Context: an optimization exercise on an open-source flow, tuned for small area, a short achievable clock period and few clock cycles. The choices shown serve that exercise and are no tape-out recipe.
RTL that was checked went through simulation tests only; none was proved equivalent to the original.
Power figures rest on the tool's default switching activity, not on a simulated workload.

job 103:
Design frame_rx, start of the top module:
module frame_rx (
    input  wire        clk,
    input  wire        rst,
    input  wire        in_valid,
    input  wire [7:0]  in_data,
    output wire        in_ready,
    output wire        o_valid,
    input  wire        o_ready,
    output wire [1:0]  o_kind,    
    output wire [15:0] o_pn,
    output wire [7:0]  o_type,
    output wire [5:0]  o_len,
    output wire [31:0] o_sid,
    output wire [15:0] o_tf,
    output wire [15:0] o_fi,
    output wire [7:0]  o_data,
    output wire        o_last
);
Settings: LEC_CHECK=0, ABC_CLOCK_PERIOD_IN_PS=3500, CAP_MARGIN=20, CORE_MARGIN=2, CORE_UTILIZATION=40, PLACE_DENSITY=0.6, SETUP_SLACK_MARGIN=4.5, SLEW_MARGIN=20; clock period 8.0 ns.
run.sh (not shown) runs the stock make flow with config.mk's settings and CLKGATE_MAP_FILE= SYNTH_SCRIPT=/design/flow/synth_recipe.tcl, a recipe that flattens the netlist after the stock synthesis.
[inputs] job 104 vs job 103
--- a/flow/config.mk
+++ b/flow/config.mk
@@ -8 +7,0 @@
-export ABC_CLOCK_PERIOD_IN_PS = 3500
@@ -13 +11,0 @@
-export SETUP_SLACK_MARGIN = 4.5
==> comparison <==
Non-clock buffer count (job 104 / job 103): 0.839
Comparing job 103 against job 104, there is no change at all in average instance area after synthesis.
Delta (job 104 minus job 103): final hold slack rose by 0.010 ns; total wire length fell by 2.5%; required time at the endpoint of the critical path rose by 0.02 ns.
The leakage power total of job 104 falls short of that of job 103 by 2.5%.
[compare] base=job 103 new=job 104: logic gate share of total power now sits lower, count of cells along the worst register-to-register path down 5, utilization of the core after routing shows a reduction of 0.92 points, overall power after layout shows a reduction of 2.1%.
No run of this note included a check of the RTL's function; only the layout flow was run.


job 9808:
The RTL this note starts from:
==> flow/design.v <==
module frame_rx (
    input  wire        clk,
    input  wire        rst,
    input  wire        in_valid,
    input  wire [7:0]  in_data,
    output wire        in_ready,
    output wire        o_valid,
    input  wire        o_ready,
    output wire [1:0]  o_kind,    
    output wire [15:0] o_pn,
    output wire [7:0]  o_type,
    output wire [5:0]  o_len,
    output wire [31:0] o_sid,
    output wire [15:0] o_tf,
    output wire [15:0] o_fi,
    output wire [7:0]  o_data,
    output wire        o_last
);
    localparam RING = 52;
    function [15:0] crc_byte;
        input [15:0] c_in;
        input [7:0]  b;
        integer k;
        reg [15:0] c;
        begin
            c = c_in ^ {b, 8'h00};
            for (k = 0; k < 8; k = k + 1)
                c = c[15] ? ((c << 1) ^ 16'h1021) : (c << 1);
            crc_byte = c;
        end
    endfunction
    function [15:0] crc_drop;
        input [7:0] b;
        integer k;
        reg [15:0] c;
        begin
            c = crc_byte(16'h0000, b);
            for (k = 0; k < 13; k = k + 1)
                c = crc_byte(c, 8'h00);
            crc_drop = c;
        end
    endfunction
    localparam [15:0] ROLL_CONST = 16'h8166;
    function [5:0] inc;
        input [5:0] x;
        inc = (x == RING - 1) ? 6'd0 : x + 6'd1;
    endfunction
    function [5:0] addm;
        input [5:0] x;
        input [5:0] d;
        reg [6:0] s;
        begin
            s = {1'b0, x} + {1'b0, d};
            addm = (s >= RING) ? s - RING : s[5:0];
        end
    endfunction
    function [5:0] subm;
        input [5:0] a;
        input [5:0] b;
        reg [6:0] s;
        begin
            s = {1'b0, a} - {1'b0, b};
            subm = s[6] ? s + RING : s[5:0];
        end
    endfunction
    reg [7:0]  ring [0:RING-1];
    reg [5:0]  wp;         
    reg [5:0]  r;          
    reg [7:0]  rb;         
    reg        rbv;
    reg [3:0]  j;          
    reg        incont;     
    reg [5:0]  left;       
    reg        drop;       
    reg [7:0]  w [0:12];   
    reg [15:0] wcrc;       
    reg [15:0] ccrc;       
    reg        lo_ok;
    reg        rdy;
    reg        ov;
    reg [1:0]  okind;
    reg [7:0]  odata;
    reg        olast;
    reg [5:0]  p;          
    reg [5:0]  pc;         
    integer i;
    reg  [5:0] hj;         
    wire [5:0] f       = (ov && okind != 2'd2) ? p : hj;
    wire [5:0] used    = subm(wp, f);
    assign in_ready    = rdy;
    wire       acc_in  = in_valid & rdy;
    wire       avail   = (r != wp);
    wire [7:0] pbyte   = ring[p];
    wire       fire    = ov & o_ready;
    wire       last_ev = (okind == 2'd2) || (okind == 2'd0 && pc == 6'd0) ||
                         (okind == 2'd1 && olast);
    wire       can_job = ~ov | (o_ready & last_ev);
    wire       wfree   = ~(ov && okind != 2'd1) | o_ready;
    wire       ps_bad  = (w[4] != 8'd0) || (w[3] > 8'd49);
    wire [5:0] ps      = w[3][5:0];
    wire       is_end  = incont && (left == 6'd0);
    wire       is_lo   = incont ? (left == 6'd1) : (ps == 6'd0);
    wire       is_crc  = incont ? (left > 6'd1) : (ps != 6'd0);
    wire [15:0] cur    = incont ? ccrc : wcrc;
    wire       crc_ok  = lo_ok && (rb == ccrc[15:8]);
    wire       t_le4   = (w[2] <= 8'd4);
    wire       t_le1   = (w[2] <= 8'd1);
    wire       in_fill = (j != 4'd13);
    wire       sliding = !in_fill && !incont && (drop || ps_bad);
    wire       do_fill = in_fill && rbv && wfree;
    wire       do_slide = sliding && rbv;
    wire       in_cont = !in_fill && !sliding;
    wire       at_end  = in_cont && is_end;
    wire       emit_h  = crc_ok && t_le4;
    wire       emit_n  = !crc_ok && t_le1;
    wire       do_cont = in_cont && rbv && !at_end;
    wire       do_end  = at_end && rbv && (!(emit_h || emit_n) || can_job);
    wire       do_emit = do_end && (emit_h || emit_n);
    wire       rewind  = do_end && !(emit_h || emit_n);
    wire       take    = do_fill || do_slide || do_cont || do_end;
    wire [15:0] crc_in   = (in_fill && j == 4'd0) ? 16'hFFFF : cur;
    wire [15:0] crc_nx   = crc_byte(crc_in, rb);
    wire [15:0] roll_crc = crc_nx ^ crc_drop(w[0]) ^ ROLL_CONST;
    wire       pay_next = fire && (okind == 2'd1 && !olast || okind == 2'd0 && pc != 6'd0);
    wire [5:0] p_next   = do_emit ? hj : pay_next ? inc(p) : p;
    wire [5:0] hj_next  = (do_fill || do_slide) ? inc(hj) : do_emit ? r : hj;
    always @(posedge clk) begin
        if (acc_in)
            ring[wp] <= in_data;
    end
    always @(posedge clk) begin
        if (do_fill || do_slide) begin
            for (i = 0; i < 12; i = i + 1)
                w[i] <= w[i+1];
            w[12] <= rb;
        end
    end
    always @(posedge clk) begin
        if ((take || !rbv) && avail && !rewind)
            rb <= ring[r];
    end
    always @(posedge clk) begin
        if (rst) begin
            wp    <= 6'd0;
            hj    <= 6'd0;
            r     <= 6'd0;
            rbv   <= 1'b0;
            j     <= 4'd0;
            incont <= 1'b0;
            drop  <= 1'b0;
            rdy   <= 1'b0;
            ov    <= 1'b0;
        end else begin
            if (acc_in)
                wp <= inc(wp);
            rdy <= (used <= RING - 3) || (used == RING - 2 && !acc_in);
            if (rewind) begin
                r   <= hj;
                rbv <= 1'b0;
            end else if ((take || !rbv) && avail) begin
                r   <= inc(r);
                rbv <= 1'b1;
            end else if (take) begin
                rbv <= 1'b0;
            end
            if (do_fill) begin
                wcrc <= crc_nx;
                j    <= j + 4'd1;
            end
            if (do_slide) begin
                wcrc <= roll_crc;
                drop <= 1'b0;
            end
            if (do_cont) begin
                ccrc <= is_crc ? crc_nx : cur;
                if (is_lo)
                    lo_ok <= (rb == cur[7:0]);
                incont <= 1'b1;
                left   <= incont ? left - 6'd1 : ps;
            end
            if (do_end) begin
                if (do_emit) begin
                    j <= 4'd0;
                end else begin
                    drop <= 1'b1;
                end
                incont <= 1'b0;
            end
            hj <= hj_next;
            if (fire) begin
                if (okind == 2'd1 && !olast || okind == 2'd0 && pc != 6'd0) begin
                    okind <= 2'd1;
                    odata <= pbyte;
                    olast <= (pc == 6'd1);
                    p     <= inc(p);
                    pc    <= pc - 6'd1;
                end else begin
                    ov <= 1'b0;
                end
            end
            if (do_emit) begin
                ov    <= 1'b1;
                okind <= emit_h ? 2'd0 : 2'd2;
                p     <= hj;
                pc    <= ps;
            end
        end
    end
    assign o_valid = ov;
    assign o_kind  = okind;
    assign o_pn    = {w[1], w[0]};
    assign o_type  = w[2];
    assign o_len   = w[3][5:0];
    assign o_sid   = {w[8], w[7], w[6], w[5]};
    assign o_tf    = {w[10], w[9]};
    assign o_fi    = {w[12], w[11]};
    assign o_data  = odata;
    assign o_last  = olast;
endmodule
export LEC_CHECK = 0
export CAP_MARGIN = 20
export CORE_MARGIN = 2
export CORE_UTILIZATION = 55
export CTS_CLUSTER_DIAMETER = 80
export CTS_CLUSTER_SIZE = 25
export PLACE_DENSITY = 0.8
export SETUP_SLACK_MARGIN = 5
export SLEW_MARGIN = 20
export BUFFER_PORTS_ARGS = -buffer_cell sky130_fd_sc_hd__buf_2
create_clock -name core_clock -period 8.0 [get_ports {clk}]
standard.sh (not shown) runs the stock make flow with config.mk's settings and CLKGATE_MAP_FILE= SYNTH_SCRIPT=/design/flow/synth_recipe.tcl, a recipe that flattens the netlist after the stock synthesis.
==> flow/flow/run.sh <==
#!/bin/bash
# The standard layout (bash standard.sh, which also runs the standard
# synthesis unchanged), except that the port buffers that global placement
# inserts on every input and output are sky130_fd_sc_hd__buf_2 cells instead
# of the delay-buffer cells buffer_ports picks by default.
set -euo pipefail
echo "export BUFFER_PORTS_ARGS = -buffer_cell sky130_fd_sc_hd__buf_2" >> config.mk
bash standard.sh > orfs_flow.log 2>&1
Testbench counts of job 9808, summed over its fixed seeds: cycles 50,804.
Inputs modified between job 9808 and job 2772:
Settings: removing BUFFER_PORTS_ARGS (formerly -buffer_cell sky130_fd_sc_hd__buf_2); changing CTS_CLUSTER_SIZE from 25 to 30; changing PLACE_DENSITY from 0.8 to 0.6; changing CORE_UTILIZATION from 55 to 40.
==> flow/run.sh (new file) <==
#!/bin/bash
# synth_recipe.tcl (not shown) runs the flow's synth.tcl, then flattens the netlist and writes it again
# the make line also repeats each setting of config.mk as NAME=value (left out here)
make -C /OpenROAD-flow-scripts/flow DESIGN_CONFIG=/design/flow/config.mk WORK_HOME=/design/flow/orfs CLKGATE_MAP_FILE= SYNTH_SCRIPT=/design/flow/synth_recipe.tcl finish
removed: flow/flow/run.sh
removed: flow/standard.sh
Job 2772 and job 9808 ended up with roughly the same area fraction in compound gates after synthesis. Job 2772 against job 9808: area used by sequential logic in the layout stayed essentially flat; clock buffer count in the final layout saw a decrease; final instance area picked up an extra 5.1%; overall power consumption +about 4%. Job 2772 against job 9808: final routed wirelength across all metal layers climbed about 1.6%, cell leakage power picked up an extra 0.43 nW, number of global-route vias before repair moved down, number of gates given a new drive strength after cts +760%. Clock buffer count from CTS on job 2772 is up relative to job 9808.
The following lists how job 7763 was set up differently from job 2772:
Settings: changing PLACE_DENSITY from 0.6 to 0.75; setting BUFFER_PORTS_ARGS to -buffer_cell sky130_fd_sc_hd__buf_2 for the first time; changing CTS_CLUSTER_SIZE from 30 to 25; changing CORE_UTILIZATION from 40 to 50.
==> flow/flow/run.sh (new file) <==
#!/bin/bash
# The standard layout (bash standard.sh, which also runs the standard
# synthesis unchanged), except that the port buffers that global placement
# inserts on every input and output are sky130_fd_sc_hd__buf_2 cells instead
# of the delay-buffer cells buffer_ports picks by default.
set -euo pipefail
echo "export BUFFER_PORTS_ARGS = -buffer_cell sky130_fd_sc_hd__buf_2" >> config.mk
bash standard.sh > orfs_flow.log 2>&1
==> flow/standard.sh (new file) <==
#!/bin/bash
# synth_recipe.tcl (not shown) runs the flow's synth.tcl, then flattens the netlist and writes it again
# the make line also repeats each setting of config.mk as NAME=value (left out here)
make -C /OpenROAD-flow-scripts/flow DESIGN_CONFIG=/design/flow/config.mk WORK_HOME=/design/flow/orfs CLKGATE_MAP_FILE= SYNTH_SCRIPT=/design/flow/synth_recipe.tcl "${@:-finish}"
removed: flow/run.sh
## What came out
The relative slew slack of job 7763 was superior to that of job 2772. The global-route wire length before repair in job 7763 sits about 5% below the value recorded for job 2772. Arrival time at the worst endpoint in job 7763 is 0.28 ns higher than in job 2772. Clock skew ended up 0.019 ns lower on job 7763 than on job 2772. Re post-layout worst setup margin: job 7763 is 0.029 ns down on job 2772. Count of clock-buffer cells in the layout (higher): job 7763. Source of the critical timing path = in_valid: job 2772; source of the critical timing path = p[2]: job 7763. [compare] base=job 2772 new=job 7763: share of total power in the clock network now sits lower, post-route clock period utilization now sits higher, routed wire length now sits lower.
## Diff of input files: job 5231 against job 7763
Settings: a change of PLACE_DENSITY from 0.75 to 0.88; a change of CORE_UTILIZATION from 50 to 65.
Findings:
- Compared with job 7763, in job 5231 minimum clock period after layout moved up, number of buffers inserted for hold repair after clock tree synthesis level.
- Design area delta (job 7763 -> job 5231): insignificant
- On wire length on met3: between job 7763 and job 5231, it ends up lower for job 7763.
- Looking at routed via count, job 5231 sits above job 7763.
- Per the comparison of job 5231 with job 7763, total routed wirelength up about 6%; clock power up about 4%; buffer share of cell area up 0.20 points; global-route usage up 9.2 points; power dissipated by switching net loads up about 1.4%.
- Between job 7763 and job 5231, the flow reports floorplan die height decreasing by more than 10%.
Inputs modified between job 5231 and job 7319:
Settings: CORE_UTILIZATION changed from 65 to 40; BUFFER_PORTS_ARGS removed (was -buffer_cell sky130_fd_sc_hd__buf_2); PLACE_DENSITY changed from 0.88 to 0.6.
==> flow/run.sh (new file) <==
#!/bin/bash
# synth_recipe.tcl (not shown) runs the flow's synth.tcl, then flattens the netlist and writes it again
# the make line also repeats each setting of config.mk as NAME=value (left out here)
make -C /OpenROAD-flow-scripts/flow DESIGN_CONFIG=/design/flow/config.mk WORK_HOME=/design/flow/orfs CLKGATE_MAP_FILE= SYNTH_SCRIPT=/design/flow/synth_recipe.tcl finish
removed: flow/flow/run.sh
removed: flow/standard.sh
### Flow results
Looking only at critical-path maximum fanout, and setting everything else aside, the lower value of job 5231 and job 7319 goes to job 5231.
Peak per-stage delay on the critical path in job 7319 is 0.35 ns lower than in job 5231
Comparing job 5231 and job 7319, clock period minus worst slack is higher on job 5231.
Wire length in job 7319 is about 0.43% lower than in job 5231
Changes observed in job 7319 relative to job 5231: cell area went up, sequential share of layout area went down, part of the power in the clock network went up, total power went up, worst setup slack went up.
Relative to job 5231, clock-buffer cell count decreased by 11% in job 7319.
Of job 5231 and job 7319, the higher largest vdd supply drop belongs to job 7319.
The following lists how job 7674 was set up differently from job 7319:
Settings: an added BUFFER_PORTS_ARGS of -buffer_cell sky130_fd_sc_hd__buf_2; a change of PLACE_DENSITY from 0.6 to 0.8; a change of CORE_UTILIZATION from 40 to 60.
==> flow/flow/run.sh (new file) <==
#!/bin/bash
# The standard layout (bash standard.sh, which also runs the standard
# synthesis unchanged), except that the port buffers that global placement
# inserts on every input and output are sky130_fd_sc_hd__buf_2 cells instead
# of the delay-buffer cells buffer_ports picks by default.
set -euo pipefail
echo "export BUFFER_PORTS_ARGS = -buffer_cell sky130_fd_sc_hd__buf_2" >> config.mk
bash standard.sh > orfs_flow.log 2>&1
==> flow/standard.sh (new file) <==
#!/bin/bash
# synth_recipe.tcl (not shown) runs the flow's synth.tcl, then flattens the netlist and writes it again
# the make line also repeats each setting of config.mk as NAME=value (left out here)
make -C /OpenROAD-flow-scripts/flow DESIGN_CONFIG=/design/flow/config.mk WORK_HOME=/design/flow/orfs CLKGATE_MAP_FILE= SYNTH_SCRIPT=/design/flow/synth_recipe.tcl "${@:-finish}"
removed: flow/run.sh
### Flow results
Width of the chip, job 7674 vs job 7319: down by more than 10%. Diff job 7319 and job 7674: design internal power higher in job 7319. Job 7674 vs job 7319, capturing instance or port of the critical path: ring[11][2] vs odata[3]. Job 7319 → job 7674: fraction of final layout cells sized beyond drive strength 1 increased by 1.7 points relative to the old numbers, non-clock buffer contribution to total cell area decreased by 2.8 points relative to the old numbers, setup slack decreased by 0.13 ns relative to the old numbers, count of clock-buffer cells in the layout increased by 1 relative to the old numbers, number of stages on the worst setup path closely matched the old numbers. Combinational power (lower): job 7674. From job 7319 to job 7674 the numbers moved as follows: data arrival time of the critical path was more or less identical; time the final worst path needs with I/O delays and setup grew by 0.13 ns. Run comparison: job 7319 cell with the largest stage delay on the worst path sky130_fd_sc_hd__mux4_2; job 7674 cell with the largest stage delay on the worst path sky130_fd_sc_hd__nor2_1.

[port drivers added, routing unchanged]
The flow's constraints put no driver on any port. The routed layouts listed below were extracted and timed again, unchanged, in two steps. Step 1 sets driving cells, clkbuf_16 on the clock port and buf_2 on the other inputs (assumed; they add their load-dependent delay and slew). Step 2 moves the port delays by t, midway between the first and last clock arrival at a register: inputs arrive t later, outputs are due t later. That takes back most of the time a late clock gives input paths. Slacks: ideal / step 1 / step 2; pairs: ideal / step 1.
| run | t, ns | setup WS [ns] | worst register clock-pin slew, ns | pins driven straight from the clock port |
|---|---|---|---|---|
| job 103 | 0.666 | 3.351 / 3.351 / 3.351 | 0.06 / 0.06 | 1 |
| job 104 | 0.681 | 2.204 / 2.204 / 2.204 | 0.06 / 0.06 | 1 |
| job 9808 | 0.679 | 4.984 / 4.927 / 4.339 | 0.10 / 0.10 | 1 |
| job 2772 | 0.651 | 4.973 / 4.947 / 4.358 | 0.11 / 0.11 | 1 |
| job 7763 | 0.684 | 4.945 / 4.945 / 4.306 | 0.11 / 0.11 | 1 |
| job 5231 | 0.687 | 4.861 / 4.825 / 4.138 | 0.11 / 0.11 | 1 |
| job 7319 | 0.647 | 4.972 / 4.953 / 4.388 | 0.10 / 0.10 | 1 |
| job 7674 | 0.630 | 4.837 / 4.815 / 4.185 | 0.10 / 0.10 | 1 |
After both steps setup and hold are still met in every run listed. The setup slack of job 5231, which loses most, moves by -0.036 ns with the drivers and by -0.723 ns with both steps.
